This is an optimization exercise on Yosys and OpenROAD, whose aim is small area, not a production implementation. Only simulation tests tie the RTL to the original design; equivalence was not proved. Power figures rest on the tool's default switching activity, not on a simulated workload.

===== flow/flow/run.sh =====
#!/bin/bash
# Standard ORFS layout with two changes: the port buffers are the smallest
# buffer cell, and clock tree synthesis adds no dummy loads and uses small
# clock buffers. Each tool's output is kept in orfs/logs; make's own output
# goes to standard.log.
set -euo pipefail
export BUFFER_PORTS_ARGS="-buffer_cell sky130_fd_sc_hd__buf_1"
export CTS_ARGS="-sink_clustering_enable -repair_clock_nets -dont_use_dummy_load -buf_list sky130_fd_sc_hd__clkbuf_8"
bash standard.sh finish > standard.log 2>&1

===== flow/standard.sh =====
#!/bin/bash
# synth_recipe.tcl (not shown) runs the flow's synth.tcl, then flattens the netlist and writes it again
# the make line also repeats each setting of config.mk as NAME=value (left out here)
make -C /OpenROAD-flow-scripts/flow DESIGN_CONFIG=/design/flow/config.mk WORK_HOME=/design/flow/orfs CLKGATE_MAP_FILE= SYNTH_SCRIPT=/design/flow/synth_recipe.tcl "${@:-finish}"

===== flow/config.mk =====
export PLATFORM = sky130hd
export DESIGN_NAME = es51986_decoder
export DESIGN_NICKNAME = es51986_decoder
export VERILOG_FILES = /design/flow/design.v
export SDC_FILE = /design/flow/constraint.sdc
export NUM_CORES = 4
export LEC_CHECK = 0
export CAP_MARGIN = 20
export CORE_MARGIN = 2
export CORE_UTILIZATION = 60
export PLACE_DENSITY = 0.75
export SLEW_MARGIN = 20
export SYNTH_HIERARCHICAL = 1
export SYNTH_MINIMUM_KEEP_SIZE = 0

===== flow/constraint.sdc =====
create_clock -name core_clock -period 8.5 [get_ports {clk}]
set_input_delay 1.7000 -clock core_clock [delete_from_list [all_inputs] [get_ports {clk}]]
set_output_delay 1.7000 -clock core_clock [all_outputs]
set_load 0.01 [all_outputs]

===== flow/design.v =====
module g_a211o_1 (input wire A1, input wire A2, input wire B1, input wire C1, output wire X);
    assign X = (A1&A2) | (B1) | (C1);
endmodule
module g_a21o_1 (input wire A1, input wire A2, input wire B1, output wire X);
    assign X = (A1&A2) | (B1);
endmodule
module g_a221o_1 (input wire A1, input wire A2, input wire B1, input wire B2, input wire C1, output wire X);
    assign X = (B1&B2) | (A1&A2) | (C1);
endmodule
module g_a311oi_1 (input wire A1, input wire A2, input wire A3, input wire B1, input wire C1, output wire Y);
    assign Y = (!A1&!B1&!C1) | (!A2&!B1&!C1) | (!A3&!B1&!C1);
endmodule
module g_a31oi_1 (input wire A1, input wire A2, input wire A3, input wire B1, output wire Y);
    assign Y = (!A1&!B1) | (!A2&!B1) | (!A3&!B1);
endmodule
module g_a32oi_1 (input wire A1, input wire A2, input wire A3, input wire B1, input wire B2, output wire Y);
    assign Y = (!A1&!B1) | (!A1&!B2) | (!A2&!B1) | (!A3&!B1) | (!A2&!B2) | (!A3&!B2);
endmodule
module g_and2_1 (input wire A, input wire B, output wire X);
    assign X = (A&B);
endmodule
module g_and3_1 (input wire A, input wire B, input wire C, output wire X);
    assign X = (A&B&C);
endmodule
module g_and4_1 (input wire A, input wire B, input wire C, input wire D, output wire X);
    assign X = (A&B&C&D);
endmodule
module g_buf_1 (input wire A, output wire X);
    assign X = (A);
endmodule
module g_inv_1 (input wire A, output wire Y);
    assign Y = (!A);
endmodule
module g_nand2_1 (input wire A, input wire B, output wire Y);
    assign Y = (!A) | (!B);
endmodule
module g_nand2b_1 (input wire A_N, input wire B, output wire Y);
    assign Y = (A_N) | (!B);
endmodule
module g_nand3_1 (input wire A, input wire B, input wire C, output wire Y);
    assign Y = (!A) | (!B) | (!C);
endmodule
module g_nand3b_1 (input wire A_N, input wire B, input wire C, output wire Y);
    assign Y = (A_N) | (!B) | (!C);
endmodule
module g_nand4_1 (input wire A, input wire B, input wire C, input wire D, output wire Y);
    assign Y = (!A) | (!B) | (!C) | (!D);
endmodule
module g_nor2_1 (input wire A, input wire B, output wire Y);
    assign Y = (!A&!B);
endmodule
module g_o211a_1 (input wire A1, input wire A2, input wire B1, input wire C1, output wire X);
    assign X = (A1&B1&C1) | (A2&B1&C1);
endmodule
module g_o21ai_1 (input wire A1, input wire A2, input wire B1, output wire Y);
    assign Y = (!A1&!A2) | (!B1);
endmodule
module g_o22a_1 (input wire A1, input wire A2, input wire B1, input wire B2, output wire X);
    assign X = (A1&B1) | (A2&B1) | (A1&B2) | (A2&B2);
endmodule
module g_o22ai_1 (input wire A1, input wire A2, input wire B1, input wire B2, output wire Y);
    assign Y = (!B1&!B2) | (!A1&!A2);
endmodule
module g_o311a_1 (input wire A1, input wire A2, input wire A3, input wire B1, input wire C1, output wire X);
    assign X = (A1&B1&C1) | (A2&B1&C1) | (A3&B1&C1);
endmodule
module g_or2_1 (input wire A, input wire B, output wire X);
    assign X = (A) | (B);
endmodule
module g_or3_1 (input wire A, input wire B, input wire C, output wire X);
    assign X = (A) | (B) | (C);
endmodule
module g_or4_1 (input wire A, input wire B, input wire C, input wire D, output wire X);
    assign X = (A) | (B) | (C) | (D);
endmodule
module g_xnor2_1 (input wire A, input wire B, output wire Y);
    assign Y = (!A&!B) | (A&B);
endmodule
module es_frame_decode (
    input  wire ov,
    input  wire [3:0] olen,
    input  wire [71:0] frame,
    output wire is_err,
    output wire [29:0] payload
);
    wire n2, n3, n4, n5, n6, n7, n8, n9, n10, n11, n12, n13, n14, n15, n16, n17, n18, n19, n20, n21, n22, n23, n24, n25, n26, n27, n28, n29, n30, n31, n32, n33, n34, n35, n36, n37, n38, n39, n40, n41, n42, n43, n44, n45, n46, n47, n48, n49, n50, n51, n52, n53, n54, n55, n56, n57, n58, n72, n73, n74, n79, n80, n81, n82, n83, n84, n85, n86, n87, n88, n89, n90, n91, n92, n93, n94, n95, n96, n97, n98, n99, n100, n101, n102, n103, n104, n105, n106, n107, n108, n109, n110, n111, n112, n113, n114, n115, n116, n117, n118, n119, n120, n121, n122, n123, n124, n125, n126, n127, n128, n129, n130, n131, n132, n133, n134, n135, n136, n137, n138, n139, n140, n141, n142, n143, n144, n145, n146, n147, n148, n149, n150, n151, n152, n153, n154, n155, n156, n157, n158, n159, n160, n161, n162, n163, n164, n165, n166, n167, n168, n169, n170, n171, n172, n173, n174, n175, n176, n177, n178, n179, n180, n181, n182, n183, n184, n185, n186, n187, n188, n189, n190, n191, n192, n193, n194, n195, n196, n197, n198, n199, n200, n201, n202, n203, n204, n205, n206, n207, n208, n209, n210, n211, n212, n213, n214, n215, n216, n217, n218, n219, n220, n221, n222, n223, n224;
    assign n2 = ov;
    assign n3 = olen[0];
    assign n4 = olen[1];
    assign n5 = olen[2];
    assign n6 = olen[3];
    assign n7 = frame[0];
    assign n8 = frame[1];
    assign n9 = frame[2];
    assign n10 = frame[3];
    assign n11 = frame[4];
    assign n12 = frame[5];
    assign n13 = frame[6];
    assign n14 = frame[7];
    assign n15 = frame[8];
    assign n16 = frame[9];
    assign n17 = frame[10];
    assign n18 = frame[11];
    assign n19 = frame[12];
    assign n20 = frame[13];
    assign n21 = frame[14];
    assign n22 = frame[15];
    assign n23 = frame[16];
    assign n24 = frame[17];
    assign n25 = frame[18];
    assign n26 = frame[19];
    assign n27 = frame[20];
    assign n28 = frame[21];
    assign n29 = frame[22];
    assign n30 = frame[23];
    assign n31 = frame[24];
    assign n32 = frame[25];
    assign n33 = frame[26];
    assign n34 = frame[27];
    assign n35 = frame[28];
    assign n36 = frame[29];
    assign n37 = frame[30];
    assign n38 = frame[31];
    assign n39 = frame[32];
    assign n40 = frame[33];
    assign n41 = frame[34];
    assign n42 = frame[35];
    assign n43 = frame[36];
    assign n44 = frame[37];
    assign n45 = frame[38];
    assign n46 = frame[39];
    assign n47 = frame[40];
    assign n48 = frame[41];
    assign n49 = frame[42];
    assign n50 = frame[43];
    assign n51 = frame[44];
    assign n52 = frame[45];
    assign n53 = frame[46];
    assign n54 = frame[47];
    assign n55 = frame[48];
    assign n56 = frame[49];
    assign n57 = frame[50];
    assign n58 = frame[51];
    assign n59 = frame[52];
    assign n60 = frame[53];
    assign n61 = frame[54];
    assign n62 = frame[55];
    assign n63 = frame[56];
    assign n64 = frame[57];
    assign n65 = frame[58];
    assign n66 = frame[59];
    assign n67 = frame[60];
    assign n68 = frame[61];
    assign n69 = frame[62];
    assign n70 = frame[63];
    assign n71 = frame[64];
    assign n72 = frame[65];
    assign n73 = frame[66];
    assign n74 = frame[67];
    assign n75 = frame[68];
    assign n76 = frame[69];
    assign n77 = frame[70];
    assign n78 = frame[71];
    assign is_err = n79;
    assign payload[0] = n80;
    assign payload[1] = n81;
    assign payload[2] = n82;
    assign payload[3] = n83;
    assign payload[4] = n84;
    assign payload[5] = n85;
    assign payload[6] = n86;
    assign payload[7] = n87;
    assign payload[8] = n88;
    assign payload[9] = n89;
    assign payload[10] = n90;
    assign payload[11] = n91;
    assign payload[12] = n92;
    assign payload[13] = n93;
    assign payload[14] = n94;
    assign payload[15] = n95;
    assign payload[16] = n96;
    assign payload[17] = n97;
    assign payload[18] = n98;
    assign payload[19] = n99;
    assign payload[20] = n100;
    assign payload[21] = n101;
    assign payload[22] = n102;
    assign payload[23] = n103;
    assign payload[24] = n104;
    assign payload[25] = n105;
    assign payload[26] = n106;
    assign payload[27] = n107;
    assign payload[28] = n108;
    assign payload[29] = n109;
    g_o21ai_1 u0 (.A1(n33), .A2(n32), .B1(n34), .Y(n110));
    g_nor2_1 u1 (.A(n38), .B(n37), .Y(n111));
    g_nand4_1 u2 (.A(n110), .B(n35), .C(n36), .D(n111), .Y(n112));
    g_o21ai_1 u3 (.A1(n24), .A2(n25), .B1(n26), .Y(n113));
    g_nor2_1 u4 (.A(n30), .B(n29), .Y(n114));
    g_nand4_1 u5 (.A(n113), .B(n27), .C(n28), .D(n114), .Y(n115));
    g_o21ai_1 u6 (.A1(n16), .A2(n17), .B1(n18), .Y(n116));
    g_nor2_1 u7 (.A(n22), .B(n21), .Y(n117));
    g_nand4_1 u8 (.A(n116), .B(n19), .C(n20), .D(n117), .Y(n118));
    g_nand2_1 u9 (.A(n6), .B(n2), .Y(n119));
    g_nor2_1 u10 (.A(n5), .B(n4), .Y(n120));
    g_nand2_1 u11 (.A(n120), .B(n3), .Y(n121));
    g_nor2_1 u12 (.A(n119), .B(n121), .Y(n122));
    g_inv_1 u13 (.A(n122), .Y(n123));
    g_nand2b_1 u14 (.A_N(n10), .B(n11), .Y(n124));
    g_a31oi_1 u15 (.A1(n7), .A2(n8), .A3(n9), .B1(n14), .Y(n125));
    g_inv_1 u16 (.A(n13), .Y(n126));
    g_nand3_1 u17 (.A(n125), .B(n126), .C(n12), .Y(n127));
    g_nor2_1 u18 (.A(n124), .B(n127), .Y(n128));
    g_inv_1 u19 (.A(n128), .Y(n129));
    g_nor2_1 u20 (.A(n123), .B(n129), .Y(n130));
    g_inv_1 u21 (.A(n130), .Y(n131));
    g_nor2_1 u22 (.A(n118), .B(n131), .Y(n132));
    g_inv_1 u23 (.A(n132), .Y(n133));
    g_nor2_1 u24 (.A(n115), .B(n133), .Y(n134));
    g_inv_1 u25 (.A(n134), .Y(n135));
    g_nor2_1 u26 (.A(n112), .B(n135), .Y(n136));
    g_inv_1 u27 (.A(n47), .Y(n137));
    g_nor2_1 u28 (.A(n50), .B(n137), .Y(n138));
    g_nor2_1 u29 (.A(n54), .B(n53), .Y(n139));
    g_nand3_1 u30 (.A(n139), .B(n51), .C(n52), .Y(n140));
    g_a31oi_1 u31 (.A1(n138), .A2(n48), .A3(n49), .B1(n140), .Y(n141));
    g_o21ai_1 u32 (.A1(n40), .A2(n41), .B1(n42), .Y(n142));
    g_nor2_1 u33 (.A(n46), .B(n45), .Y(n143));
    g_nand4_1 u34 (.A(n142), .B(n43), .C(n44), .D(n143), .Y(n144));
    g_inv_1 u35 (.A(n144), .Y(n145));
    g_nand3_1 u36 (.A(n136), .B(n141), .C(n145), .Y(n146));
    g_inv_1 u37 (.A(n146), .Y(n147));
    g_and2_1 u38 (.A(n147), .B(n73), .X(n108));
    g_and2_1 u39 (.A(n147), .B(n74), .X(n107));
    g_and2_1 u40 (.A(n147), .B(n55), .X(n106));
    g_and2_1 u41 (.A(n147), .B(n56), .X(n105));
    g_and2_1 u42 (.A(n147), .B(n57), .X(n104));
    g_and2_1 u43 (.A(n147), .B(n58), .X(n103));
    g_o311a_1 u44 (.A1(n48), .A2(n50), .A3(n49), .B1(n137), .C1(n147), .X(n102));
    g_o21ai_1 u45 (.A1(n48), .A2(n47), .B1(n49), .Y(n148));
    g_nand2_1 u46 (.A(n48), .B(n47), .Y(n149));
    g_a31oi_1 u47 (.A1(n148), .A2(n50), .A3(n149), .B1(n138), .Y(n150));
    g_nor2_1 u48 (.A(n150), .B(n146), .Y(n101));
    g_nor2_1 u49 (.A(n48), .B(n50), .Y(n151));
    g_o211a_1 u50 (.A1(n49), .A2(n137), .B1(n48), .C1(n50), .X(n152));
    g_nor2_1 u51 (.A(n151), .B(n152), .Y(n153));
    g_nor2_1 u52 (.A(n153), .B(n146), .Y(n100));
    g_nand2_1 u53 (.A(n149), .B(n49), .Y(n154));
    g_nor2_1 u54 (.A(n48), .B(n47), .Y(n155));
    g_nor2_1 u55 (.A(n155), .B(n138), .Y(n156));
    g_xnor2_1 u56 (.A(n154), .B(n156), .Y(n157));
    g_nor2_1 u57 (.A(n157), .B(n146), .Y(n99));
    g_and2_1 u58 (.A(n147), .B(n18), .X(n98));
    g_and2_1 u59 (.A(n147), .B(n17), .X(n97));
    g_and2_1 u60 (.A(n147), .B(n16), .X(n96));
    g_inv_1 u61 (.A(n15), .Y(n158));
    g_nor2_1 u62 (.A(n158), .B(n146), .Y(n95));
    g_and2_1 u63 (.A(n147), .B(n26), .X(n94));
    g_and2_1 u64 (.A(n147), .B(n25), .X(n93));
    g_and2_1 u65 (.A(n147), .B(n24), .X(n92));
    g_inv_1 u66 (.A(n23), .Y(n159));
    g_nor2_1 u67 (.A(n159), .B(n146), .Y(n91));
    g_and2_1 u68 (.A(n147), .B(n34), .X(n90));
    g_nand2_1 u69 (.A(n136), .B(n145), .Y(n160));
    g_nor2_1 u70 (.A(n141), .B(n160), .Y(n161));
    g_nand2_1 u71 (.A(n136), .B(n45), .Y(n162));
    g_nand2_1 u72 (.A(n134), .B(n37), .Y(n163));
    g_nand2_1 u73 (.A(n132), .B(n29), .Y(n164));
    g_nand3_1 u74 (.A(n162), .B(n163), .C(n164), .Y(n165));
    g_a221o_1 u75 (.A1(n13), .A2(n122), .B1(n21), .B2(n130), .C1(n165), .X(n166));
    g_a221o_1 u76 (.A1(n147), .A2(n32), .B1(n161), .B2(n53), .C1(n166), .X(n88));
    g_nand2_1 u77 (.A(n136), .B(n144), .Y(n167));
    g_inv_1 u78 (.A(n167), .Y(n168));
    g_nand2_1 u79 (.A(n134), .B(n112), .Y(n169));
    g_inv_1 u80 (.A(n169), .Y(n170));
    g_nand2_1 u81 (.A(n170), .B(n36), .Y(n171));
    g_nand2_1 u82 (.A(n132), .B(n115), .Y(n172));
    g_inv_1 u83 (.A(n172), .Y(n173));
    g_nand2_1 u84 (.A(n173), .B(n28), .Y(n174));
    g_nor2_1 u85 (.A(n123), .B(n128), .Y(n175));
    g_nand2_1 u86 (.A(n175), .B(n12), .Y(n176));
    g_inv_1 u87 (.A(n118), .Y(n177));
    g_nor2_1 u88 (.A(n177), .B(n131), .Y(n178));
    g_nand2_1 u89 (.A(n178), .B(n20), .Y(n179));
    g_nand4_1 u90 (.A(n171), .B(n174), .C(n176), .D(n179), .Y(n180));
    g_a21o_1 u91 (.A1(n168), .A2(n44), .B1(n180), .X(n181));
    g_a221o_1 u92 (.A1(n52), .A2(n161), .B1(n31), .B2(n147), .C1(n181), .X(n87));
    g_nand2_1 u93 (.A(n170), .B(n35), .Y(n182));
    g_nand2_1 u94 (.A(n173), .B(n27), .Y(n183));
    g_nand2_1 u95 (.A(n175), .B(n11), .Y(n184));
    g_nand2_1 u96 (.A(n178), .B(n19), .Y(n185));
    g_nand4_1 u97 (.A(n182), .B(n183), .C(n184), .D(n185), .Y(n186));
    g_a21o_1 u98 (.A1(n168), .A2(n43), .B1(n186), .X(n187));
    g_a221o_1 u99 (.A1(n42), .A2(n147), .B1(n51), .B2(n161), .C1(n187), .X(n86));
    g_nand2_1 u100 (.A(n168), .B(n42), .Y(n188));
    g_nand2_1 u101 (.A(n170), .B(n34), .Y(n189));
    g_nor2_1 u102 (.A(n10), .B(n121), .Y(n190));
    g_nor2_1 u103 (.A(n119), .B(n190), .Y(n191));
    g_a31oi_1 u104 (.A1(n130), .A2(n18), .A3(n118), .B1(n191), .Y(n192));
    g_nand2_1 u105 (.A(n173), .B(n26), .Y(n193));
    g_nand4_1 u106 (.A(n188), .B(n189), .C(n192), .D(n193), .Y(n194));
    g_a221o_1 u107 (.A1(n41), .A2(n147), .B1(n50), .B2(n161), .C1(n194), .X(n85));
    g_nand2_1 u108 (.A(n161), .B(n49), .Y(n195));
    g_nand2_1 u109 (.A(n147), .B(n40), .Y(n196));
    g_nand2_1 u110 (.A(n173), .B(n25), .Y(n197));
    g_nand2_1 u111 (.A(n178), .B(n17), .Y(n198));
    g_nand2_1 u112 (.A(n2), .B(n5), .Y(n199));
    g_nand2_1 u113 (.A(n175), .B(n9), .Y(n200));
    g_nand4_1 u114 (.A(n197), .B(n198), .C(n199), .D(n200), .Y(n201));
    g_a31oi_1 u115 (.A1(n33), .A2(n112), .A3(n134), .B1(n201), .Y(n202));
    g_nand2_1 u116 (.A(n168), .B(n41), .Y(n203));
    g_nand4_1 u117 (.A(n195), .B(n196), .C(n202), .D(n203), .Y(n84));
    g_nand2_1 u118 (.A(n161), .B(n48), .Y(n204));
    g_nand2_1 u119 (.A(n147), .B(n39), .Y(n205));
    g_nand2_1 u120 (.A(n173), .B(n24), .Y(n206));
    g_nand2_1 u121 (.A(n178), .B(n16), .Y(n207));
    g_nand2_1 u122 (.A(n2), .B(n4), .Y(n208));
    g_nand2_1 u123 (.A(n175), .B(n8), .Y(n209));
    g_nand4_1 u124 (.A(n206), .B(n207), .C(n208), .D(n209), .Y(n210));
    g_a31oi_1 u125 (.A1(n32), .A2(n112), .A3(n134), .B1(n210), .Y(n211));
    g_nand2_1 u126 (.A(n168), .B(n40), .Y(n212));
    g_nand4_1 u127 (.A(n204), .B(n205), .C(n211), .D(n212), .Y(n83));
    g_nand2_1 u128 (.A(n173), .B(n23), .Y(n213));
    g_nand2b_1 u129 (.A_N(n7), .B(n122), .Y(n214));
    g_nand4_1 u130 (.A(n131), .B(n2), .C(n3), .D(n214), .Y(n215));
    g_nand2_1 u131 (.A(n178), .B(n15), .Y(n216));
    g_nand3_1 u132 (.A(n213), .B(n215), .C(n216), .Y(n217));
    g_a221o_1 u133 (.A1(n31), .A2(n170), .B1(n168), .B2(n39), .C1(n217), .X(n218));
    g_a221o_1 u134 (.A1(n9), .A2(n147), .B1(n47), .B2(n161), .C1(n218), .X(n82));
    g_or4_1 u135 (.A(n173), .B(n178), .C(n170), .D(n168), .X(n219));
    g_a211o_1 u136 (.A1(n8), .A2(n136), .B1(n161), .C1(n219), .X(n81));
    g_a211o_1 u137 (.A1(n147), .A2(n7), .B1(n175), .C1(n219), .X(n80));
    g_and2_1 u138 (.A(n146), .B(n2), .X(n79));
    g_and2_1 u139 (.A(n147), .B(n72), .X(n109));
    g_nand2_1 u140 (.A(n168), .B(n46), .Y(n220));
    g_nand2_1 u141 (.A(n130), .B(n22), .Y(n221));
    g_a32oi_1 u142 (.A1(n132), .A2(n30), .A3(n115), .B1(n14), .B2(n175), .Y(n222));
    g_nand2_1 u143 (.A(n170), .B(n38), .Y(n223));
    g_nand4_1 u144 (.A(n220), .B(n221), .C(n222), .D(n223), .Y(n224));
    g_a221o_1 u145 (.A1(n33), .A2(n147), .B1(n54), .B2(n161), .C1(n224), .X(n89));
endmodule
module es_framer_next (
    input  wire rst,
    input  wire in_valid,
    input  wire [7:0] in_byte,
    input  wire after_cr,
    input  wire ov,
    input  wire [3:0] olen,
    output wire n_after_cr,
    output wire n_ov,
    output wire [3:0] n_olen,
    output wire append
);
    wire n2, n3, n4, n5, n6, n7, n8, n9, n10, n11, n12, n13, n14, n15, n16, n17, n18, n19, n20, n21, n22, n23, n24, n25, n26, n27, n28, n29, n30, n31, n32, n33, n34, n35, n36, n37, n38, n39, n40, n41, n42, n43, n44, n45, n46, n47, n48, n49, n50, n51, n52, n53, n54, n55, n56, n57;
    assign n2 = rst;
    assign n3 = in_valid;
    assign n4 = in_byte[0];
    assign n5 = in_byte[1];
    assign n6 = in_byte[2];
    assign n7 = in_byte[3];
    assign n8 = in_byte[4];
    assign n9 = in_byte[5];
    assign n10 = in_byte[6];
    assign n11 = in_byte[7];
    assign n12 = after_cr;
    assign n13 = ov;
    assign n14 = olen[0];
    assign n15 = olen[1];
    assign n16 = olen[2];
    assign n17 = olen[3];
    assign n_after_cr = n18;
    assign n_ov = n19;
    assign n_olen[0] = n20;
    assign n_olen[1] = n21;
    assign n_olen[2] = n22;
    assign n_olen[3] = n23;
    assign append = n24;
    g_nor2_1 u0 (.A(n4), .B(n6), .Y(n25));
    g_nand3_1 u1 (.A(n25), .B(n5), .C(n7), .Y(n26));
    g_or4_1 u2 (.A(n9), .B(n8), .C(n11), .D(n10), .X(n27));
    g_nor2_1 u3 (.A(n26), .B(n27), .Y(n28));
    g_inv_1 u4 (.A(n13), .Y(n29));
    g_o21ai_1 u5 (.A1(n15), .A2(n29), .B1(n17), .Y(n30));
    g_inv_1 u6 (.A(n30), .Y(n31));
    g_nand2_1 u7 (.A(n29), .B(n14), .Y(n32));
    g_nand3_1 u8 (.A(n13), .B(n15), .C(n17), .Y(n33));
    g_nand2_1 u9 (.A(n32), .B(n33), .Y(n34));
    g_nand3b_1 u10 (.A_N(n28), .B(n31), .C(n34), .Y(n35));
    g_inv_1 u11 (.A(n4), .Y(n36));
    g_nand2_1 u12 (.A(n7), .B(n6), .Y(n37));
    g_or4_1 u13 (.A(n5), .B(n36), .C(n37), .D(n27), .X(n38));
    g_nand2_1 u14 (.A(n38), .B(n3), .Y(n39));
    g_inv_1 u15 (.A(n2), .Y(n40));
    g_o21ai_1 u16 (.A1(n35), .A2(n39), .B1(n40), .Y(n41));
    g_inv_1 u17 (.A(n16), .Y(n42));
    g_nor2_1 u18 (.A(n28), .B(n39), .Y(n24));
    g_inv_1 u19 (.A(n32), .Y(n43));
    g_nand3_1 u20 (.A(n24), .B(n15), .C(n43), .Y(n44));
    g_o21ai_1 u21 (.A1(n42), .A2(n13), .B1(n44), .Y(n45));
    g_o21ai_1 u22 (.A1(n42), .A2(n44), .B1(n45), .Y(n46));
    g_nor2_1 u23 (.A(n41), .B(n46), .Y(n22));
    g_nor2_1 u24 (.A(n34), .B(n24), .Y(n47));
    g_nand2_1 u25 (.A(n24), .B(n34), .Y(n48));
    g_nand2_1 u26 (.A(n48), .B(n40), .Y(n49));
    g_nor2_1 u27 (.A(n47), .B(n49), .Y(n20));
    g_nand2_1 u28 (.A(n29), .B(n15), .Y(n50));
    g_nand2_1 u29 (.A(n48), .B(n50), .Y(n51));
    g_nand4_1 u30 (.A(n24), .B(n15), .C(n43), .D(n35), .Y(n52));
    g_and3_1 u31 (.A(n51), .B(n40), .C(n52), .X(n21));
    g_o21ai_1 u32 (.A1(n3), .A2(n12), .B1(n39), .Y(n53));
    g_nor2_1 u33 (.A(n2), .B(n53), .Y(n18));
    g_nor2_1 u34 (.A(n42), .B(n44), .Y(n54));
    g_nor2_1 u35 (.A(n31), .B(n54), .Y(n55));
    g_nor2_1 u36 (.A(n2), .B(n55), .Y(n23));
    g_or3_1 u37 (.A(n12), .B(n26), .C(n27), .X(n56));
    g_nand2_1 u38 (.A(n40), .B(n3), .Y(n57));
    g_a31oi_1 u39 (.A1(n38), .A2(n56), .A3(n35), .B1(n57), .Y(n19));
endmodule
module es_resolver (
    input  wire [2:0] range_i,
    input  wire [3:0] func_i,
    input  wire [15:0] digits,
    output wire valid,
    output wire [1:0] place,
    output wire [2:0] prefix,
    output wire [2:0] base,
    output wire [2:0] len,
    output wire [39:0] text
);
    wire n2, n3, n4, n5, n6, n7, n8, n9, n10, n11, n12, n13, n14, n15, n16, n17, n18, n19, n20, n21, n22, n23, n24, n25, n26, n27, n28, n29, n30, n31, n32, n33, n34, n35, n36, n37, n38, n39, n40, n41, n42, n43, n44, n45, n46, n47, n48, n49, n50, n51, n52, n53, n54, n55, n56, n57, n58, n59, n60, n61, n62, n63, n64, n65, n66, n67, n68, n69, n70, n71, n72, n73, n74, n75, n76, n77, n78, n79, n80, n81, n82, n83, n84, n85, n86, n87, n88, n89, n90, n91, n92, n93, n94, n95, n96, n97, n98, n99, n100, n101, n102, n103, n104, n105, n106, n107, n108, n109, n110, n111, n112, n113, n114, n115, n116, n117, n118, n119, n120, n121, n122, n123, n124, n125, n126, n127, n128, n129, n130, n131, n132, n133, n134, n135, n136, n137, n138, n139, n140, n141, n142, n143, n144, n145, n146, n147, n148, n149, n150, n151, n152, n153, n154, n155, n156, n157, n158, n159, n160, n161, n162, n163, n164, n165, n166, n167, n168, n169, n170, n171, n172, n173, n174, n175, n176, n177, n178, n179, n180, n181, n182, n183, n184, n185, n186, n187;
    assign n2 = range_i[0];
    assign n3 = range_i[1];
    assign n4 = range_i[2];
    assign n5 = func_i[0];
    assign n6 = func_i[1];
    assign n7 = func_i[2];
    assign n8 = func_i[3];
    assign n9 = digits[0];
    assign n10 = digits[1];
    assign n11 = digits[2];
    assign n12 = digits[3];
    assign n13 = digits[4];
    assign n14 = digits[5];
    assign n15 = digits[6];
    assign n16 = digits[7];
    assign n17 = digits[8];
    assign n18 = digits[9];
    assign n19 = digits[10];
    assign n20 = digits[11];
    assign n21 = digits[12];
    assign n22 = digits[13];
    assign n23 = digits[14];
    assign n24 = digits[15];
    assign valid = n25;
    assign place[0] = n26;
    assign place[1] = n27;
    assign prefix[0] = n28;
    assign prefix[1] = n29;
    assign prefix[2] = n30;
    assign base[0] = n31;
    assign base[1] = n32;
    assign base[2] = n33;
    assign len[0] = n34;
    assign len[1] = n35;
    assign len[2] = n36;
    assign text[0] = n37;
    assign text[1] = n38;
    assign text[2] = n39;
    assign text[3] = n40;
    assign text[4] = n25;
    assign text[5] = n25;
    assign text[6] = 1'b0;
    assign text[7] = 1'b0;
    assign text[8] = n41;
    assign text[9] = n42;
    assign text[10] = n43;
    assign text[11] = n44;
    assign text[12] = n45;
    assign text[13] = n46;
    assign text[14] = 1'b0;
    assign text[15] = 1'b0;
    assign text[16] = n47;
    assign text[17] = n48;
    assign text[18] = n49;
    assign text[19] = n50;
    assign text[20] = n51;
    assign text[21] = n52;
    assign text[22] = 1'b0;
    assign text[23] = 1'b0;
    assign text[24] = n53;
    assign text[25] = n54;
    assign text[26] = n55;
    assign text[27] = n56;
    assign text[28] = n57;
    assign text[29] = n58;
    assign text[30] = 1'b0;
    assign text[31] = 1'b0;
    assign text[32] = n59;
    assign text[33] = n60;
    assign text[34] = n61;
    assign text[35] = n62;
    assign text[36] = n63;
    assign text[37] = n63;
    assign text[38] = 1'b0;
    assign text[39] = 1'b0;
    g_inv_1 u0 (.A(n8), .Y(n64));
    g_inv_1 u1 (.A(n5), .Y(n65));
    g_nor2_1 u2 (.A(n6), .B(n65), .Y(n66));
    g_inv_1 u3 (.A(n66), .Y(n67));
    g_nor2_1 u4 (.A(n7), .B(n67), .Y(n68));
    g_inv_1 u5 (.A(n68), .Y(n69));
    g_nor2_1 u6 (.A(n64), .B(n69), .Y(n33));
    g_nor2_1 u7 (.A(n4), .B(n2), .Y(n70));
    g_nand2_1 u8 (.A(n4), .B(n2), .Y(n71));
    g_inv_1 u9 (.A(n3), .Y(n72));
    g_nand2_1 u10 (.A(n71), .B(n72), .Y(n73));
    g_or2_1 u11 (.A(n70), .B(n73), .X(n74));
    g_nand2_1 u12 (.A(n33), .B(n74), .Y(n75));
    g_nor2_1 u13 (.A(n4), .B(n3), .Y(n76));
    g_inv_1 u14 (.A(n76), .Y(n77));
    g_nor2_1 u15 (.A(n8), .B(n77), .Y(n78));
    g_nor2_1 u16 (.A(n7), .B(n5), .Y(n79));
    g_nand3_1 u17 (.A(n78), .B(n6), .C(n79), .Y(n80));
    g_nand2b_1 u18 (.A_N(n6), .B(n79), .Y(n81));
    g_inv_1 u19 (.A(n81), .Y(n82));
    g_nand2_1 u20 (.A(n82), .B(n8), .Y(n83));
    g_nand2_1 u21 (.A(n80), .B(n83), .Y(n84));
    g_o21ai_1 u22 (.A1(n72), .A2(n70), .B1(n73), .Y(n85));
    g_nand3_1 u23 (.A(n74), .B(n71), .C(n85), .Y(n86));
    g_nand2_1 u24 (.A(n84), .B(n86), .Y(n87));
    g_nand3_1 u25 (.A(n66), .B(n64), .C(n7), .Y(n88));
    g_inv_1 u26 (.A(n88), .Y(n89));
    g_nand2_1 u27 (.A(n89), .B(n85), .Y(n90));
    g_nand3_1 u28 (.A(n75), .B(n87), .C(n90), .Y(n91));
    g_nor2_1 u29 (.A(n3), .B(n2), .Y(n92));
    g_inv_1 u30 (.A(n92), .Y(n93));
    g_a31oi_1 u31 (.A1(n93), .A2(n64), .A3(n4), .B1(n81), .Y(n31));
    g_nand2_1 u32 (.A(n31), .B(n64), .Y(n94));
    g_o21ai_1 u33 (.A1(n7), .A2(n65), .B1(n6), .Y(n95));
    g_nand3_1 u34 (.A(n78), .B(n67), .C(n95), .Y(n96));
    g_nand2_1 u35 (.A(n94), .B(n96), .Y(n97));
    g_inv_1 u36 (.A(n97), .Y(n98));
    g_o21ai_1 u37 (.A1(n69), .A2(n77), .B1(n98), .Y(n99));
    g_inv_1 u38 (.A(n2), .Y(n100));
    g_and2_1 u39 (.A(n99), .B(n100), .X(n101));
    g_nor2_1 u40 (.A(n91), .B(n101), .Y(n102));
    g_inv_1 u41 (.A(n102), .Y(n26));
    g_nand2_1 u42 (.A(n33), .B(n85), .Y(n103));
    g_nand2_1 u43 (.A(n84), .B(n74), .Y(n104));
    g_and3_1 u44 (.A(n103), .B(n96), .C(n104), .X(n105));
    g_nand2_1 u45 (.A(n86), .B(n89), .Y(n106));
    g_nand2_1 u46 (.A(n105), .B(n106), .Y(n27));
    g_nor2_1 u47 (.A(n27), .B(n26), .Y(n107));
    g_inv_1 u48 (.A(n107), .Y(n108));
    g_nor2_1 u49 (.A(n99), .B(n108), .Y(n109));
    g_inv_1 u50 (.A(n109), .Y(n25));
    g_inv_1 u51 (.A(n9), .Y(n110));
    g_nor2_1 u52 (.A(n22), .B(n21), .Y(n111));
    g_inv_1 u53 (.A(n24), .Y(n112));
    g_inv_1 u54 (.A(n23), .Y(n113));
    g_nand3_1 u55 (.A(n111), .B(n112), .C(n113), .Y(n114));
    g_inv_1 u56 (.A(n27), .Y(n115));
    g_nor2_1 u57 (.A(n115), .B(n102), .Y(n116));
    g_nor2_1 u58 (.A(n114), .B(n116), .Y(n117));
    g_nor2_1 u59 (.A(n117), .B(n109), .Y(n118));
    g_nor2_1 u60 (.A(n115), .B(n117), .Y(n119));
    g_inv_1 u61 (.A(n119), .Y(n120));
    g_o21ai_1 u62 (.A1(n27), .A2(n118), .B1(n120), .Y(n121));
    g_inv_1 u63 (.A(n116), .Y(n122));
    g_and2_1 u64 (.A(n121), .B(n122), .X(n123));
    g_inv_1 u65 (.A(n17), .Y(n124));
    g_inv_1 u66 (.A(n18), .Y(n125));
    g_inv_1 u67 (.A(n20), .Y(n126));
    g_inv_1 u68 (.A(n19), .Y(n127));
    g_nand4_1 u69 (.A(n124), .B(n125), .C(n126), .D(n127), .Y(n128));
    g_nor2_1 u70 (.A(n128), .B(n114), .Y(n129));
    g_inv_1 u71 (.A(n129), .Y(n130));
    g_nor2_1 u72 (.A(n130), .B(n27), .Y(n131));
    g_inv_1 u73 (.A(n131), .Y(n132));
    g_nor2_1 u74 (.A(n26), .B(n132), .Y(n133));
    g_nor2_1 u75 (.A(n133), .B(n109), .Y(n52));
    g_nor2_1 u76 (.A(n129), .B(n107), .Y(n134));
    g_inv_1 u77 (.A(n134), .Y(n135));
    g_nand3_1 u78 (.A(n123), .B(n52), .C(n135), .Y(n136));
    g_inv_1 u79 (.A(n13), .Y(n137));
    g_o22a_1 u80 (.A1(n124), .A2(n122), .B1(n137), .B2(n121), .X(n138));
    g_o21ai_1 u81 (.A1(n110), .A2(n136), .B1(n138), .Y(n47));
    g_nand2_1 u82 (.A(n123), .B(n135), .Y(n58));
    g_nor2_1 u83 (.A(n107), .B(n117), .Y(n63));
    g_inv_1 u84 (.A(n63), .Y(n139));
    g_nand2_1 u85 (.A(n58), .B(n139), .Y(n140));
    g_o22ai_1 u86 (.A1(n137), .A2(n120), .B1(n110), .B2(n140), .Y(n53));
    g_inv_1 u87 (.A(n11), .Y(n141));
    g_nor2_1 u88 (.A(n141), .B(n139), .Y(n61));
    g_inv_1 u89 (.A(n10), .Y(n142));
    g_nor2_1 u90 (.A(n142), .B(n139), .Y(n60));
    g_nor2_1 u91 (.A(n110), .B(n139), .Y(n59));
    g_inv_1 u92 (.A(n15), .Y(n143));
    g_nor2_1 u93 (.A(n14), .B(n16), .Y(n144));
    g_and4_1 u94 (.A(n133), .B(n137), .C(n143), .D(n144), .X(n145));
    g_nor2_1 u95 (.A(n109), .B(n145), .Y(n46));
    g_nand2_1 u96 (.A(n46), .B(n133), .Y(n146));
    g_nand2_1 u97 (.A(n136), .B(n146), .Y(n35));
    g_nand2_1 u98 (.A(n145), .B(n99), .Y(n147));
    g_nand3_1 u99 (.A(n136), .B(n139), .C(n147), .Y(n34));
    g_nor2_1 u100 (.A(n143), .B(n132), .Y(n148));
    g_inv_1 u101 (.A(n117), .Y(n149));
    g_o21ai_1 u102 (.A1(n127), .A2(n149), .B1(n113), .Y(n150));
    g_o21ai_1 u103 (.A1(n148), .A2(n150), .B1(n25), .Y(n151));
    g_o21ai_1 u104 (.A1(n141), .A2(n147), .B1(n151), .Y(n39));
    g_a21o_1 u105 (.A1(n131), .A2(n14), .B1(n22), .X(n152));
    g_nor2_1 u106 (.A(n125), .B(n149), .Y(n153));
    g_o21ai_1 u107 (.A1(n152), .A2(n153), .B1(n25), .Y(n154));
    g_o21ai_1 u108 (.A1(n142), .A2(n147), .B1(n154), .Y(n38));
    g_nand2_1 u109 (.A(n145), .B(n9), .Y(n155));
    g_a31oi_1 u110 (.A1(n115), .A2(n13), .A3(n129), .B1(n21), .Y(n156));
    g_nand2_1 u111 (.A(n117), .B(n17), .Y(n157));
    g_a31oi_1 u112 (.A1(n155), .A2(n156), .A3(n157), .B1(n109), .Y(n37));
    g_nand4_1 u113 (.A(n25), .B(n115), .C(n130), .D(n117), .Y(n158));
    g_nand2_1 u114 (.A(n118), .B(n122), .Y(n159));
    g_o22a_1 u115 (.A1(n137), .A2(n158), .B1(n124), .B2(n159), .X(n160));
    g_o21ai_1 u116 (.A1(n110), .A2(n146), .B1(n160), .Y(n41));
    g_o21ai_1 u117 (.A1(n15), .A2(n115), .B1(n63), .Y(n161));
    g_o21ai_1 u118 (.A1(n141), .A2(n140), .B1(n161), .Y(n55));
    g_o21ai_1 u119 (.A1(n14), .A2(n115), .B1(n63), .Y(n162));
    g_o21ai_1 u120 (.A1(n142), .A2(n140), .B1(n162), .Y(n54));
    g_inv_1 u121 (.A(n136), .Y(n163));
    g_o22ai_1 u122 (.A1(n127), .A2(n122), .B1(n143), .B2(n121), .Y(n164));
    g_a221o_1 u123 (.A1(n134), .A2(n123), .B1(n163), .B2(n11), .C1(n164), .X(n49));
    g_inv_1 u124 (.A(n14), .Y(n165));
    g_o22ai_1 u125 (.A1(n125), .A2(n122), .B1(n165), .B2(n121), .Y(n166));
    g_a221o_1 u126 (.A1(n134), .A2(n123), .B1(n163), .B2(n10), .C1(n166), .X(n48));
    g_nor2_1 u127 (.A(n127), .B(n159), .Y(n167));
    g_o22ai_1 u128 (.A1(n143), .A2(n158), .B1(n141), .B2(n146), .Y(n168));
    g_and3_1 u129 (.A(n159), .B(n158), .C(n108), .X(n169));
    g_or3_1 u130 (.A(n167), .B(n168), .C(n169), .X(n43));
    g_nor2_1 u131 (.A(n142), .B(n146), .Y(n170));
    g_o22ai_1 u132 (.A1(n165), .A2(n158), .B1(n125), .B2(n159), .Y(n171));
    g_or3_1 u133 (.A(n170), .B(n171), .C(n169), .X(n42));
    g_inv_1 u134 (.A(n12), .Y(n172));
    g_inv_1 u135 (.A(n16), .Y(n173));
    g_nor2_1 u136 (.A(n173), .B(n132), .Y(n174));
    g_o21ai_1 u137 (.A1(n126), .A2(n149), .B1(n112), .Y(n175));
    g_o21ai_1 u138 (.A1(n174), .A2(n175), .B1(n25), .Y(n176));
    g_o21ai_1 u139 (.A1(n172), .A2(n147), .B1(n176), .Y(n40));
    g_nor2_1 u140 (.A(n126), .B(n159), .Y(n177));
    g_o22ai_1 u141 (.A1(n173), .A2(n158), .B1(n172), .B2(n146), .Y(n178));
    g_or3_1 u142 (.A(n177), .B(n178), .C(n169), .X(n44));
    g_o22ai_1 u143 (.A1(n126), .A2(n122), .B1(n173), .B2(n121), .Y(n179));
    g_a221o_1 u144 (.A1(n134), .A2(n123), .B1(n163), .B2(n12), .C1(n179), .X(n50));
    g_o21ai_1 u145 (.A1(n16), .A2(n115), .B1(n63), .Y(n180));
    g_o21ai_1 u146 (.A1(n172), .A2(n140), .B1(n180), .Y(n56));
    g_nor2_1 u147 (.A(n172), .B(n139), .Y(n62));
    g_nand3_1 u148 (.A(n146), .B(n159), .C(n158), .Y(n45));
    g_nand2_1 u149 (.A(n136), .B(n123), .Y(n51));
    g_nand2_1 u150 (.A(n140), .B(n115), .Y(n57));
    g_buf_1 u151 (.A(n58), .X(n36));
    g_nand2_1 u152 (.A(n83), .B(n88), .Y(n32));
    g_a311oi_1 u153 (.A1(n4), .A2(n3), .A3(n100), .B1(n69), .C1(n109), .Y(n30));
    g_nor2_1 u154 (.A(n2), .B(n72), .Y(n181));
    g_nand3_1 u155 (.A(n33), .B(n4), .C(n181), .Y(n182));
    g_nor2_1 u156 (.A(n2), .B(n88), .Y(n183));
    g_o21ai_1 u157 (.A1(n183), .A2(n84), .B1(n76), .Y(n184));
    g_nand3_1 u158 (.A(n182), .B(n184), .C(n98), .Y(n29));
    g_nand3b_1 u159 (.A_N(n4), .B(n184), .C(n32), .Y(n185));
    g_o21ai_1 u160 (.A1(n76), .A2(n181), .B1(n33), .Y(n186));
    g_nand3_1 u161 (.A(n82), .B(n4), .C(n92), .Y(n187));
    g_nand4_1 u162 (.A(n185), .B(n80), .C(n186), .D(n187), .Y(n28));
endmodule
module es51986_decoder (
    input  wire        clk,
    input  wire        rst,           
    input  wire        in_valid,
    input  wire [7:0]  in_byte,
    output wire        out_valid,
    output wire        out_is_err,
    output wire [29:0] out_payload,
    input  wire [2:0]  q_range,
    input  wire [3:0]  q_func,
    input  wire [15:0] q_digits,      
    output wire        res_valid,
    output wire [1:0]  res_place,
    output wire [2:0]  res_prefix,
    output wire [2:0]  res_base,
    output wire [2:0]  res_len,
    output wire [39:0] res_text
);
    reg        after_cr;     
    reg        ov;           
    reg [3:0]  olen;         
    reg [71:0] sr;           
    wire       n_after_cr, n_ov, append;
    wire [3:0] n_olen;
    es_framer_next u_next (
        .rst(rst), .in_valid(in_valid), .in_byte(in_byte),
        .after_cr(after_cr), .ov(ov), .olen(olen),
        .n_after_cr(n_after_cr), .n_ov(n_ov), .n_olen(n_olen), .append(append)
    );
    always @(posedge clk) begin
        after_cr <= n_after_cr;
        ov       <= n_ov;
        olen     <= n_olen;
    end
    always @(posedge clk) begin
        if (append)
            sr <= {sr[63:0], in_byte};
    end
    es_frame_decode u_dec (
        .ov(ov), .olen(olen),
        .frame({sr[7:0], sr[15:8], sr[23:16], sr[31:24], sr[39:32],
                sr[47:40], sr[55:48], sr[63:56], sr[71:64]}),
        .is_err(out_is_err), .payload(out_payload)
    );
    assign out_valid = ov;
    reg [2:0]  qr;
    reg [3:0]  qf;
    reg [15:0] qd;
    always @(posedge clk) begin
        qr <= q_range;
        qf <= q_func;
        qd <= q_digits;
    end
    es_resolver u_res (
        .range_i(qr), .func_i(qf), .digits(qd),
        .valid(res_valid), .place(res_place), .prefix(res_prefix), .base(res_base),
        .len(res_len), .text(res_text)
    );
endmodule

==> notes.md <==
## modules after synthesis (local to each module, per instance), a selection
| module | copies in the design | flip-flops and latches | cells | area, sq um |
|---|---|---|---|---|
| g_a221o_1 | 11 | 0 | 1 | 10.0 |
| g_o22ai_1 | 7 | 0 | 1 | 6.26 |
| g_and3_1 | 3 | 0 | 1 | 6.26 |
| g_or3_1 | 4 | 0 | 1 | 6.26 |
| g_or4_1 | 3 | 0 | 1 | 7.51 |
| g_nand2_1 | 74 | 0 | 1 | 3.75 |
| g_nand3_1 | 20 | 0 | 1 | 5.00 |
| g_nand3b_1 | 2 | 0 | 1 | 7.51 |
| g_inv_1 | 58 | 0 | 1 | 3.75 |
| g_or2_1 | 1 | 0 | 1 | 6.26 |
## layer usage
| metal | GRT usage (%) | share of wire [%] | up-vias |
|---|---|---|---|
| li1 | - | - | 1811 |
| met1 | 33.3 | 43 | 1702 |
| met2 | 34.3 | 48 | 168 |
| met3 | 5.87 | 8.1 | 10 |
| met4 | 5.71 | 1.1 | 0 |
| met5 | 0 | 0 | - |
## worst register-to-register path, cell delays in order (launching register included)
cell,delay [ns]
dfxtp_1,0.48
inv_1,0.12
o21ai_1,0.15
inv_1,0.07
nand3b_1,0.13
nand4_1,0.10
and3_1,0.21
## path summary, 6_finish.rpt
| check | from | to | slack [ns] |
|---|---|---|---|
| worst max register to register | ov$_DFF_P_ | olen[1]$_DFF_P_ | 7.14 |
| worst min-delay path | sr[12]$_DFFE_PP_ | sr[20]$_DFFE_PP_ | 0.41 |
| worst max-delay path | qr[2]$_DFF_P_ | res_text[19] | 2.89 |
| worst min register to register | sr[12]$_DFFE_PP_ | sr[20]$_DFFE_PP_ | 0.41 |
## kinds of logic after synthesis
kind of cell    after synthesis  share of synthesized area [%]
simple gates                218                           19.3
compound gates               71                           9.30
flops                       101                           54.1
other cells                   1                         0.0740
buf+inv                     144                           17.0
xor+xnor                      1                          0.173
## cells in the mapped netlist (3+ instances only)
| cell | count | area share [%] |
|---|---|---|
| a21o_1 | 3 | 0.44 |
| a221o_1 | 11 | 2.2 |
| a31oi_1 | 10 | 1.2 |
| and2_1 | 17 | 2.1 |
| and3_1 | 3 | 0.37 |
| buf_4 | 86 | 13 |
| dfxtp_1 | 29 | 11 |
| edfxtp_1 | 72 | 43 |
| inv_1 | 58 | 4.3 |
| nand2_1 | 74 | 5.5 |
| nand2b_1 | 3 | 0.37 |
| nand3_1 | 20 | 2.0 |
| nand4_1 | 17 | 2.1 |
| nor2_1 | 73 | 5.4 |
| o21ai_1 | 32 | 3.2 |
| o22ai_1 | 7 | 0.86 |
| or3_1 | 4 | 0.49 |
| or4_1 | 3 | 0.44 |
## cell type report
type / instances / area (sq um) / share of cell area (%)
Clock buffer: 9 / 124 / 2.41
Inverter: 58 / 218 / 4.24
Multi-Input combinational cell: 300 / 1510 / 29.3
Sequential cell: 101 / 2740 / 53.5
Tap cell: 105 / 131 / 2.56
Timing Repair Buffer: 108 / 409 / 7.98
## registers in the layout, summed over array words and instances, names as in the netlist
| name | count |
|---|---|
| ov | 1 |
| after_cr | 1 |
| qf | 4 |
| olen | 4 |
| sr | 72 |
| qd | 16 |
| qr | 3 |
## power by group through the flow
stage | combinational [mW] | sequential [mW] | clock (mW)
2_1_floorplan | 0.130 | 0.585 | 0
3_3_place_gp | 0.128 | 0.591 | 0
3_5_place_dp | 0.128 | 0.593 | 0
4_1_cts | 0.129 | 0.582 | 0.240
5_1_grt | 0.145 | 0.585 | 0.257
6_report | 0.128 | 0.582 | 0.231
==> flow_summary.ini <==
[run_status]
status = timing/DRC/antenna clean

[layout]
antenna-diode-count = 0
final_cell_mix = buf_1, nand2_1, nor2_1, edfxtp_1, inv_1
final-instance-count-excl-fill = 681
finalNetCount = 612
drive_above_1_share_pct = 1.91
utilization_pct = 62.4
stdcell_area_sq_um = 5130
mostFrequentLayoutCell = buf_1
layout-area-overhead-vs-synth_pct = 1.18
fillers = 726

[placed_design]
globalplace.congestion = 1.04
place_inst = 672
hpwl_um = 8040
placement.cell_area_sq_um = 5010
number_of_buffers_inserted_by_port_buffering = 107
placement.setup.worst_slack_ns = 3.36

[floorplan]
placeableCoreArea_sq_um = 8220
dieArea_sq_um = 9200
io_pins = 118
die_y_um = 95.9
starting_utilization_of_the_core_area_pct = 61.7
placement_rows = 33
die_width_um = 95.9

[critical_path]
family_of_cells_with_the_greatest_summed_delay_on_the_critical_path = simple AND/OR/NAND/NOR gates
worstPathMaxFanout = 8
crit_path_cell_count = 20
critPathKind = flop to output pin
critPathSlowestCell = dfxtp_1
worst_setup_end_kind = output pin
critical_path.cell_chain = nor2_1, inv_1, nor2_1, nand3_1, nand2_1, inv_1, o21ai_1, and2_1, nor2_1, inv_1, nor2_1, inv_1, nor2_1, nor2_1, o21ai_1, and2_1, nand3_1, inv_1, a221o_1, buf_1
r2r_cells = 6
cp-start-kind = flop
cell_repeated_most_along_the_worst_path = nor2_1
worst-endpoint-arrival_ns = 3.91
critPathBufInv = 6
cpPeakStageDelay_ns = 0.46
worst_ep_required_time_ns = 6.80

[timing]
worst_slew_margin_rel_pct = 33.6
unrepaired_setup_endpoints_after_global_routing = no
final-setup-viol-count = 0
fin_setup_tns_ns = 0
hold_viol = 0
timing.fmax_ghz = 0.178
fin_crit_sh_pct = 66.0
worst_slew_pin_tran_ns = 0.993
slew_violations = 0
period_minus_slack_ns = 5.61
finalClockSkew_ns = 0.0228
postLayoutSetupSlackWorst_ns = 2.89
whs_ns = 0.412

[cts]
clk_latency_ns = 0.36
clock-root-buffer = clkbuf_8
cts.clk_slew.worst_paths_ns = 0.10
cts_buffers = 9
cts.hold.buffers_added = 0
cts_tree = done
cts_resized = 0
clock_sinks = 101
clock_tree.htree_level_count = 3
max-clock-path-buffers = 2
post-cts-setup-buffer-count = 0

[logic_synthesis]
synthesis.instances = 536
async_reset_ff_share_pct = 0
number_of_enable_flip_flop_cells_after_synthesis = 72
synth_area_per_cell_sq_um = 9.46
synth_cell_types = 29
ys_seq_elements = 101
mappedNetlistArea_sq_um = 5070
ys_warn_count = 24
synth_sequential_area_ratio_pct = 54.1
synth-main-ff-cell = edfxtp_1

[global_route]
number_of_global_route_vias_before_repair = 3255
total_global_routing_track_utilization_pct = 22.8
grt_remaining_overflow = 0
grt_antenna_before_repair = 0
grt_first_pass_wirelength_um = 15800
grt_start_max_net_pins = 41

[route]
post-route-drc-count = 0
drtAntennaViolNets = 0
first_pass_iters = 5
wl_per_cell_um = 15.3
detail_route.iter0.violations = 355
via_count = 3691
post_drt_via_cell_ratio = 5.42
wirelength_um = 10400

[pwr]
p_total_mw = 0.940
power.leakage_nw = 2.07
power_report.internal_total_mw = 0.697
peakVddDrop_mv = 0.112
p_sw_mw = 0.244
seq_power_share_pct = 61.8
power_per_cell_area_nw_per_um2 = 183
p_comb_share_pct = 13.6
portion_of_total_power_attributed_to_the_clock_network_pct = 24.5
power_switching_share_pct = 25.9

[flow_run]
drv_cap = 0

[hold_path]
whs_path_depth = 0
hp-class = flop to flop

==> what the ideal ports hide <==
In the flow no input, the clock included, has a driving cell. The finished layout below was timed again as built, in two steps.
Step 1: set_driving_cell puts a clkbuf_16 on clk and a buf_2 on each other input, an assumption about the parent block.
Step 2 times the ports against the registers' clock, not the clock port: input delays grow and output delays shrink by t, the midpoint of the rising clock arrivals with the driver on.
Three values: no drivers, after step 1, after step 2; two values: the first two.
t, ns: 0.371
setup slack, ns: 2.893 / 2.860 / 3.231
latest minus earliest clock arrival (ns): 0.035 / 0.035
worst register clock-pin slew, ns: 0.10 / 0.10
After both steps setup and hold are still met in this run. For this run, drivers alone change the setup slack by -0.033 ns; drivers and shift together by +0.338 ns.
